Context: an optimization exercise on an open-source flow, tuned for small area, a short achievable clock period and few clock cycles per item. The choices shown serve that exercise and are no tape-out recipe. Where RTL was checked, it was by simulation tests only, not by an equivalence proof against the original.

==> job 8732 <==
==> flow/design.v <==
module gsc_preds (
    input  wire [63:0] w,
    output wire [6:0]  p
);
    wire [7:0] rz, ro;    
    wire [7:0] cz, co;    
    genvar j;
    generate
        for (j = 0; j < 8; j = j + 1) begin : g_rc
            wire [7:0] col = {w[56+j], w[48+j], w[40+j], w[32+j],
                              w[24+j], w[16+j], w[8+j],  w[j]};
            assign rz[j] = ~|w[8*j +: 8];
            assign ro[j] =  &w[8*j +: 8];
            assign cz[j] = ~|col;
            assign co[j] =  &col;
        end
    endgenerate
    function automatic one8(input [7:0] v);
        reg [3:0] a2, m2;
        reg [1:0] a4, m4;
        integer k;
        begin
            for (k = 0; k < 4; k = k + 1) begin
                a2[k] = v[2*k] | v[2*k+1];
                m2[k] = v[2*k] & v[2*k+1];
            end
            for (k = 0; k < 2; k = k + 1) begin
                a4[k] = a2[2*k] | a2[2*k+1];
                m4[k] = m2[2*k] | m2[2*k+1] | (a2[2*k] & a2[2*k+1]);
            end
            one8 = (a4[0] ^ a4[1]) & ~m4[0] & ~m4[1];
        end
    endfunction
    wire rep = &(cz | co);
    assign p[0] = rep & rz[0];
    assign p[1] = rep & ro[0];
    assign p[2] = rep;
    assign p[3] = one8(~rz) & one8(~cz);
    assign p[4] = (&rz[7:1] & ~w[7])  | (&ro[7:1] & w[7]);
    assign p[5] = (&rz[7:2] & ~w[15]) | (&ro[7:2] & w[15]);
    assign p[6] = (&rz[7:4] & ~w[31]) | (&ro[7:4] & w[31]);
endmodule
module gsc_classify (
    input  wire [63:0] w,
    input  wire [63:0] h0,
    input  wire [63:0] h1,
    input  wire [63:0] h2,
    input  wire [63:0] h3,
    output wire [55:0] pm
);
    wire [63:0] d [0:14];
    wire [63:0] p12, p13, p23;
    assign d[0] = w;
    gsc_xor64 u_x1  (.a(w),    .b(h0),  .y(d[1]));
    gsc_xor64 u_x2  (.a(w),    .b(h1),  .y(d[2]));
    gsc_xor64 u_x3  (.a(w),    .b(h2),  .y(d[3]));
    gsc_xor64 u_x4  (.a(w),    .b(h3),  .y(d[4]));
    gsc_xor64 u_p12 (.a(h1),   .b(h2),  .y(p12));
    gsc_xor64 u_p13 (.a(h1),   .b(h3),  .y(p13));
    gsc_xor64 u_p23 (.a(h2),   .b(h3),  .y(p23));
    gsc_xor64 u_x5  (.a(d[1]), .b(h1),  .y(d[5]));     
    gsc_xor64 u_x6  (.a(d[1]), .b(h2),  .y(d[6]));     
    gsc_xor64 u_x7  (.a(d[1]), .b(h3),  .y(d[7]));     
    gsc_xor64 u_x8  (.a(d[2]), .b(h2),  .y(d[8]));     
    gsc_xor64 u_x9  (.a(d[2]), .b(h3),  .y(d[9]));     
    gsc_xor64 u_x10 (.a(d[3]), .b(h3),  .y(d[10]));    
    gsc_xor64 u_x11 (.a(d[1]), .b(p12), .y(d[11]));    
    gsc_xor64 u_x12 (.a(d[1]), .b(p13), .y(d[12]));    
    gsc_xor64 u_x13 (.a(d[1]), .b(p23), .y(d[13]));    
    gsc_xor64 u_x14 (.a(d[2]), .b(p23), .y(d[14]));    
    wire [6:0] p [0:14];
    genvar g;
    generate
        for (g = 0; g < 15; g = g + 1) begin : g_pred
            gsc_preds u_preds (.w(d[g]), .p(p[g]));
        end
    endgenerate
    assign pm[ 6: 0] = p[0];
    assign pm[13: 7] = p[1]  | p[2];
    assign pm[20:14] = p[3]  | p[4];
    assign pm[27:21] = p[5]  | p[6];
    assign pm[34:28] = p[7]  | p[8];
    assign pm[41:35] = p[9]  | p[10];
    assign pm[48:42] = p[11] | p[12];
    assign pm[55:49] = p[13] | p[14];
endmodule
module gsc_xor64 (
    input  wire [63:0] a,
    input  wire [63:0] b,
    output wire [63:0] y
);
    assign y = a ^ b;
endmodule
module gsc_rdmux (
    input  wire [3:0]  pick,
    input  wire        set,
    input  wire [63:0] e0,
    input  wire [63:0] e1,
    input  wire [63:0] e2,
    input  wire [63:0] e3,
    output wire [63:0] y
);
    assign y = ({64{pick[0]}} & e0) | ({64{pick[1]}} & e1) |
               ({64{pick[2]}} & e2) | ({64{pick[3]}} & e3) | {64{set}};
endmodule
module gsc_select (
    input  wire [55:0] pm,
    output reg  [4:0]  id,
    output reg  [6:0]  cost
);
    wire [6:0] lv0 = pm[6:0];
    wire [6:0] lv1 = pm[13:7]  | pm[20:14];
    wire [6:0] lv2 = pm[27:21] | pm[34:28] | pm[41:35];
    wire [6:0] lv3 = pm[48:42] | pm[55:49];
    wire [27:0] match;
    genvar g;
    generate
        for (g = 0; g < 7; g = g + 1) begin : g_match
            assign match[4*g + 0] = lv0[g];
            assign match[4*g + 1] = lv1[g];
            assign match[4*g + 2] = lv2[g];
            assign match[4*g + 3] = lv3[g];
        end
    endgenerate
    localparam [139:0] CAT_IDS = {
        5'd27, 5'd26, 5'd25, 5'd24, 5'd23, 5'd22, 5'd21, 5'd20,
        5'd19, 5'd11, 5'd18, 5'd15, 5'd10, 5'd17, 5'd14, 5'd9,
        5'd13, 5'd16, 5'd8,  5'd7,  5'd12, 5'd3,  5'd6,  5'd2,
        5'd5,  5'd1,  5'd4,  5'd0 };
    localparam [48:0] DATA_SIZE = {
        7'd35, 7'd19, 7'd11, 7'd9, 7'd11, 7'd3, 7'd2 };
    integer c;
    reg [4:0] pid;
    always @(*) begin
        id   = 5'd31;
        cost = 7'd65;
        for (c = 27; c >= 0; c = c - 1) begin
            pid = CAT_IDS[5*c +: 5];
            if (match[pid]) begin
                id   = pid;
                cost = DATA_SIZE[7*pid[4:2] +: 7] + {4'd0, pid[1:0], 1'b0};
            end
        end
    end
endmodule
module gsc_compressor (
    input  wire        clk,
    input  wire        rst,         
    input  wire        in_valid,
    output wire        in_ready,
    input  wire [1:0]  in_sid,
    input  wire [63:0] in_word,
    output reg         out_valid,
    output reg  [4:0]  out_id,      
    output reg  [6:0]  out_cost,
    output reg         out_last,    
    output reg  [10:0] out_total    
);
    assign in_ready = 1'b1;
    reg [63:0] win [0:15];          
    reg [3:0]  vld [0:3];           
    reg [1:0]  ptr [0:3];           
    reg        v1;
    reg [63:0] w1;
    reg [15:0] we1;                 
    reg [15:0] use1;                
    reg        set1;                
    reg [3:0] vld_n [0:3];
    reg [1:0] ptr_n [0:3];
    integer s, k;
    always @(*) begin
        for (s = 0; s < 4; s = s + 1) begin
            vld_n[s] = vld[s];
            ptr_n[s] = ptr[s];
            for (k = 0; k < 4; k = k + 1)
                if (we1[4*s + k]) begin
                    vld_n[s][k] = 1'b1;
                    ptr_n[s]    = ptr[s] + 2'd1;
                end
        end
    end
    always @(posedge clk) begin
        for (s = 0; s < 4; s = s + 1) begin
            if (rst) begin
                vld[s] <= 4'd0;
                ptr[s] <= 2'd0;
            end else begin
                vld[s] <= vld_n[s];
                ptr[s] <= ptr_n[s];
            end
        end
    end
    always @(posedge clk) begin
        v1 <= in_valid && !rst;
        w1 <= in_word;
        for (s = 0; s < 4; s = s + 1)
            for (k = 0; k < 4; k = k + 1) begin
                we1[4*s + k]  <= in_valid && !rst && in_sid == s && ptr_n[s] == k;
                use1[4*k + s] <= in_sid == s && vld_n[s][k];
            end
        set1 <= !vld_n[in_sid][0];
    end
    genvar gs, gk;
    generate
        for (gs = 0; gs < 16; gs = gs + 1) begin : g_w
            always @(posedge clk)
                if (we1[gs])
                    win[gs] <= w1;
        end
    endgenerate
    wire [63:0] h [0:3];
    generate
        for (gk = 0; gk < 4; gk = gk + 1) begin : g_rd
            gsc_rdmux u_rd (
                .pick(use1[4*gk +: 4]), .set(gk == 0 ? set1 : 1'b0),
                .e0(win[gk]), .e1(win[4 + gk]), .e2(win[8 + gk]), .e3(win[12 + gk]),
                .y(h[gk])
            );
        end
    endgenerate
    reg        v2;
    reg [63:0] w2;
    reg [63:0] h2 [0:3];
    always @(posedge clk) begin
        v2    <= v1 && !rst;
        w2    <= w1;
        h2[0] <= h[0];
        h2[1] <= h[1];
        h2[2] <= h[2];
        h2[3] <= h[3];
    end
    wire [55:0] pm2;
    gsc_classify u_classify (
        .w(w2), .h0(h2[0]), .h1(h2[1]), .h2(h2[2]), .h3(h2[3]), .pm(pm2)
    );
    reg        v3;
    reg [55:0] pm3;
    always @(posedge clk) begin
        v3  <= v2 && !rst;
        pm3 <= pm2;
    end
    wire [4:0] sel_id;
    wire [6:0] sel_cost;
    gsc_select u_select (.pm(pm3), .id(sel_id), .cost(sel_cost));
    reg [3:0]  word_cnt;    
    reg [10:0] acc;         
    wire [10:0] sum = acc + {4'd0, sel_cost};
    always @(posedge clk) begin
        if (rst) begin
            out_valid <= 1'b0;
            word_cnt  <= 4'd0;
            acc       <= 11'd0;
        end else begin
            out_valid <= v3;
            if (v3) begin
                word_cnt <= word_cnt + 4'd1;
                acc      <= (word_cnt == 4'd15) ? 11'd0 : sum;
            end
        end
    end
    always @(posedge clk) begin
        if (v3) begin
            out_id    <= sel_id;
            out_cost  <= sel_cost;
            out_last  <= (word_cnt == 4'd15);
            out_total <= sum;
        end
    end
endmodule
==> flow/flow/run.sh <==
#!/bin/bash
set -euo pipefail
MARGIN=6.7
CTS="-sink_clustering_enable -repair_clock_nets -dont_use_dummy_load"
PORTS="-buffer_cell sky130_fd_sc_hd__buf_2"
bash standard.sh SETUP_SLACK_MARGIN=$MARGIN "CTS_ARGS=$CTS" "BUFFER_PORTS_ARGS=$PORTS" finish > standard_finish.log 2>&1
==> flow/standard.sh <==
#!/bin/bash
# synth_recipe.tcl (not shown) runs the flow's synth.tcl, then flattens the netlist and writes it again
# the make line also repeats each setting of config.mk as NAME=value (left out here)
make -C /OpenROAD-flow-scripts/flow DESIGN_CONFIG=/design/flow/config.mk WORK_HOME=/design/flow/orfs CLKGATE_MAP_FILE= SYNTH_SCRIPT=/design/flow/synth_recipe.tcl "${@:-finish}"
==> flow/config.mk <==
export PLATFORM = sky130hd
export DESIGN_NAME = gsc_compressor
export DESIGN_NICKNAME = gsc_compressor
export VERILOG_FILES = /design/flow/design.v
export SDC_FILE = /design/flow/constraint.sdc
export NUM_CORES = 8
export LEC_CHECK = 0
export CAP_MARGIN = 30
export CORE_MARGIN = 2
export CORE_UTILIZATION = 50
export PLACE_DENSITY = 0.65
export SLEW_MARGIN = 30
export SYNTH_HIERARCHICAL = 1
==> flow/constraint.sdc <==
create_clock -name core_clock -period 10.0 [get_ports {clk}]
set_input_delay 2.0000 -clock core_clock [delete_from_list [all_inputs] [get_ports {clk}]]
set_output_delay 2.0000 -clock core_clock [all_outputs]
set_load 0.01 [all_outputs]
==> job 1437: changes against job 8732 <==
--- a/flow/design.v
+++ b/flow/design.v
@@ -32,8 +32,7 @@
         end
     endfunction
-    wire rep = &(cz | co);
-    assign p[0] = rep & rz[0];
-    assign p[1] = rep & ro[0];
-    assign p[2] = rep;
+    assign p[0] = &cz;
+    assign p[1] = &co;
+    assign p[2] = &(cz | co);
     assign p[3] = one8(~rz) & one8(~cz);
     assign p[4] = (&rz[7:1] & ~w[7])  | (&ro[7:1] & w[7]);
@@ -47,26 +46,22 @@
     input  wire [63:0] h2,
     input  wire [63:0] h3,
-    output wire [55:0] pm
+    output wire [27:0] match
 );
     wire [63:0] d [0:14];
-    wire [63:0] p12, p13, p23;
     assign d[0] = w;
-    gsc_xor64 u_x1  (.a(w),    .b(h0),  .y(d[1]));
-    gsc_xor64 u_x2  (.a(w),    .b(h1),  .y(d[2]));
-    gsc_xor64 u_x3  (.a(w),    .b(h2),  .y(d[3]));
-    gsc_xor64 u_x4  (.a(w),    .b(h3),  .y(d[4]));
-    gsc_xor64 u_p12 (.a(h1),   .b(h2),  .y(p12));
-    gsc_xor64 u_p13 (.a(h1),   .b(h3),  .y(p13));
-    gsc_xor64 u_p23 (.a(h2),   .b(h3),  .y(p23));
-    gsc_xor64 u_x5  (.a(d[1]), .b(h1),  .y(d[5]));     
-    gsc_xor64 u_x6  (.a(d[1]), .b(h2),  .y(d[6]));     
-    gsc_xor64 u_x7  (.a(d[1]), .b(h3),  .y(d[7]));     
-    gsc_xor64 u_x8  (.a(d[2]), .b(h2),  .y(d[8]));     
-    gsc_xor64 u_x9  (.a(d[2]), .b(h3),  .y(d[9]));     
-    gsc_xor64 u_x10 (.a(d[3]), .b(h3),  .y(d[10]));    
-    gsc_xor64 u_x11 (.a(d[1]), .b(p12), .y(d[11]));    
-    gsc_xor64 u_x12 (.a(d[1]), .b(p13), .y(d[12]));    
-    gsc_xor64 u_x13 (.a(d[1]), .b(p23), .y(d[13]));    
-    gsc_xor64 u_x14 (.a(d[2]), .b(p23), .y(d[14]));    
+    gsc_xor64 u_x1  (.a(w),    .b(h0), .y(d[1]));
+    gsc_xor64 u_x2  (.a(w),    .b(h1), .y(d[2]));
+    gsc_xor64 u_x3  (.a(w),    .b(h2), .y(d[3]));
+    gsc_xor64 u_x4  (.a(w),    .b(h3), .y(d[4]));
+    gsc_xor64 u_x5  (.a(d[1]), .b(h1), .y(d[5]));
+    gsc_xor64 u_x6  (.a(d[1]), .b(h2), .y(d[6]));
+    gsc_xor64 u_x7  (.a(d[1]), .b(h3), .y(d[7]));
+    gsc_xor64 u_x8  (.a(d[2]), .b(h2), .y(d[8]));
+    gsc_xor64 u_x9  (.a(d[2]), .b(h3), .y(d[9]));
+    gsc_xor64 u_x10 (.a(d[3]), .b(h3), .y(d[10]));
+    gsc_xor64 u_x11 (.a(d[5]), .b(h2), .y(d[11]));
+    gsc_xor64 u_x12 (.a(d[5]), .b(h3), .y(d[12]));
+    gsc_xor64 u_x13 (.a(d[6]), .b(h3), .y(d[13]));
+    gsc_xor64 u_x14 (.a(d[8]), .b(h3), .y(d[14]));
     wire [6:0] p [0:14];
     genvar g;
@@ -76,12 +71,16 @@
         end
     endgenerate
-    assign pm[ 6: 0] = p[0];
-    assign pm[13: 7] = p[1]  | p[2];
-    assign pm[20:14] = p[3]  | p[4];
-    assign pm[27:21] = p[5]  | p[6];
-    assign pm[34:28] = p[7]  | p[8];
-    assign pm[41:35] = p[9]  | p[10];
-    assign pm[48:42] = p[11] | p[12];
-    assign pm[55:49] = p[13] | p[14];
+    wire [6:0] lv0 = p[0];
+    wire [6:0] lv1 = p[1] | p[2] | p[3] | p[4];
+    wire [6:0] lv2 = p[5] | p[6] | p[7] | p[8] | p[9] | p[10];
+    wire [6:0] lv3 = p[11] | p[12] | p[13] | p[14];
+    generate
+        for (g = 0; g < 7; g = g + 1) begin : g_match
+            assign match[4*g + 0] = lv0[g];
+            assign match[4*g + 1] = lv1[g];
+            assign match[4*g + 2] = lv2[g];
+            assign match[4*g + 3] = lv3[g];
+        end
+    endgenerate
 endmodule
 module gsc_xor64 (
@@ -105,22 +104,8 @@
 endmodule
 module gsc_select (
-    input  wire [55:0] pm,
+    input  wire [27:0] match,
     output reg  [4:0]  id,
     output reg  [6:0]  cost
 );
-    wire [6:0] lv0 = pm[6:0];
-    wire [6:0] lv1 = pm[13:7]  | pm[20:14];
-    wire [6:0] lv2 = pm[27:21] | pm[34:28] | pm[41:35];
-    wire [6:0] lv3 = pm[48:42] | pm[55:49];
-    wire [27:0] match;
-    genvar g;
-    generate
-        for (g = 0; g < 7; g = g + 1) begin : g_match
-            assign match[4*g + 0] = lv0[g];
-            assign match[4*g + 1] = lv1[g];
-            assign match[4*g + 2] = lv2[g];
-            assign match[4*g + 3] = lv3[g];
-        end
-    endgenerate
     localparam [139:0] CAT_IDS = {
         5'd27, 5'd26, 5'd25, 5'd24, 5'd23, 5'd22, 5'd21, 5'd20,
@@ -219,28 +204,17 @@
         end
     endgenerate
+    wire [27:0] match1;
+    gsc_classify u_classify (
+        .w(w1), .h0(h[0]), .h1(h[1]), .h2(h[2]), .h3(h[3]), .match(match1)
+    );
     reg        v2;
-    reg [63:0] w2;
-    reg [63:0] h2 [0:3];
-    always @(posedge clk) begin
-        v2    <= v1 && !rst;
-        w2    <= w1;
-        h2[0] <= h[0];
-        h2[1] <= h[1];
-        h2[2] <= h[2];
-        h2[3] <= h[3];
-    end
-    wire [55:0] pm2;
-    gsc_classify u_classify (
-        .w(w2), .h0(h2[0]), .h1(h2[1]), .h2(h2[2]), .h3(h2[3]), .pm(pm2)
-    );
-    reg        v3;
-    reg [55:0] pm3;
-    always @(posedge clk) begin
-        v3  <= v2 && !rst;
-        pm3 <= pm2;
+    reg [27:0] match2;
+    always @(posedge clk) begin
+        v2     <= v1 && !rst;
+        match2 <= match1;
     end
     wire [4:0] sel_id;
     wire [6:0] sel_cost;
-    gsc_select u_select (.pm(pm3), .id(sel_id), .cost(sel_cost));
+    gsc_select u_select (.match(match2), .id(sel_id), .cost(sel_cost));
     reg [3:0]  word_cnt;    
     reg [10:0] acc;         
@@ -252,6 +226,6 @@
             acc       <= 11'd0;
         end else begin
-            out_valid <= v3;
-            if (v3) begin
+            out_valid <= v2;
+            if (v2) begin
                 word_cnt <= word_cnt + 4'd1;
                 acc      <= (word_cnt == 4'd15) ? 11'd0 : sum;
@@ -260,5 +234,5 @@
     end
     always @(posedge clk) begin
-        if (v3) begin
+        if (v2) begin
             out_id    <= sel_id;
             out_cost  <= sel_cost;
==> flow/flow/run.sh (replaced) <==
#!/bin/bash
set -euo pipefail
MARGIN=6.5
CTS="-sink_clustering_enable -repair_clock_nets -dont_use_dummy_load"
bash standard.sh SETUP_SLACK_MARGIN=$MARGIN "CTS_ARGS=$CTS" finish > standard_finish.log 2>&1
Settings changed: CORE_UTILIZATION 50 to 65, PLACE_DENSITY 0.65 to 0.75.
==> qor summary <==
Run status: job 8732 finished clean; job 1437 aborted with a tool error
Failing step: job 8732 -; job 1437 global routing (5_1_grt)
Number of distinct library cells after synthesis: job 8732 74; job 1437 71
Xor-xnor portion of the synthesized cell area: job 8732 0.1395; job 1437 0.1303
Num Clock Sinks: job 8732 1564; job 1437 1215
Syn avg cell area: job 8732 12.24 sq um; job 1437 12.23 sq um
Starting density of the core: job 8732 0.5041; job 1437 0.6568
Post-synthesis mux area share: job 8732 0.004672; job 1437 0.002563
Num rows: job 8732 137; job 1437 113
HPWL after DPL: job 8732 254800 microns; job 1437 208400 microns
Placement Setup Slack: job 8732 5.892 ns; job 1437 4.564 ns
Count of placed standard cells including taps: job 8732 7770; job 1437 6501
Width of the chip: job 8732 379.3 microns; job 1437 314.1 microns
Compound-cell area share of the yosys netlist: job 8732 0.08236; job 1437 0.09350
Synth warn: job 8732 22; job 1437 20
Vertical extent of the die: job 8732 379.3 microns; job 1437 314.1 microns
Gates resized, CTS repair: job 8732 129; job 1437 787
Testbench counts of job 1437, summed over its fixed seeds: cycles 32,792, items 32,768.
No functional check of the RTL was part of job 8732.

-- separate check: timing with driven ports --
How much do the figures lean on ideal ports? The routed layout below was timed once more, with nothing changed but the port constraints. Step 1: set_driving_cell puts a clkbuf_16 on clk and a buf_2 on each other input, an assumption about the parent block. Step 2, shift: input delay + t, output delay - t, t = (earliest + latest rising clock arrival at the registers) / 2. This alone moves slack from input paths to output paths. Three values: no drivers, after step 1, after step 2; two values: the first two.
run: job 8732
t, ns: 0.856
setup slack, ns: 6.525 / 6.525 / 6.525
slew at the worst register clock pin (ns): 0.06 / 0.06
worst data-port slew with drivers (ns): 0.13
pins driven straight from the clock port: 1
After both steps setup and hold are still met in job 8732. For job 8732, drivers alone change the setup slack by 0.000 ns; drivers and shift together by 0.000 ns.
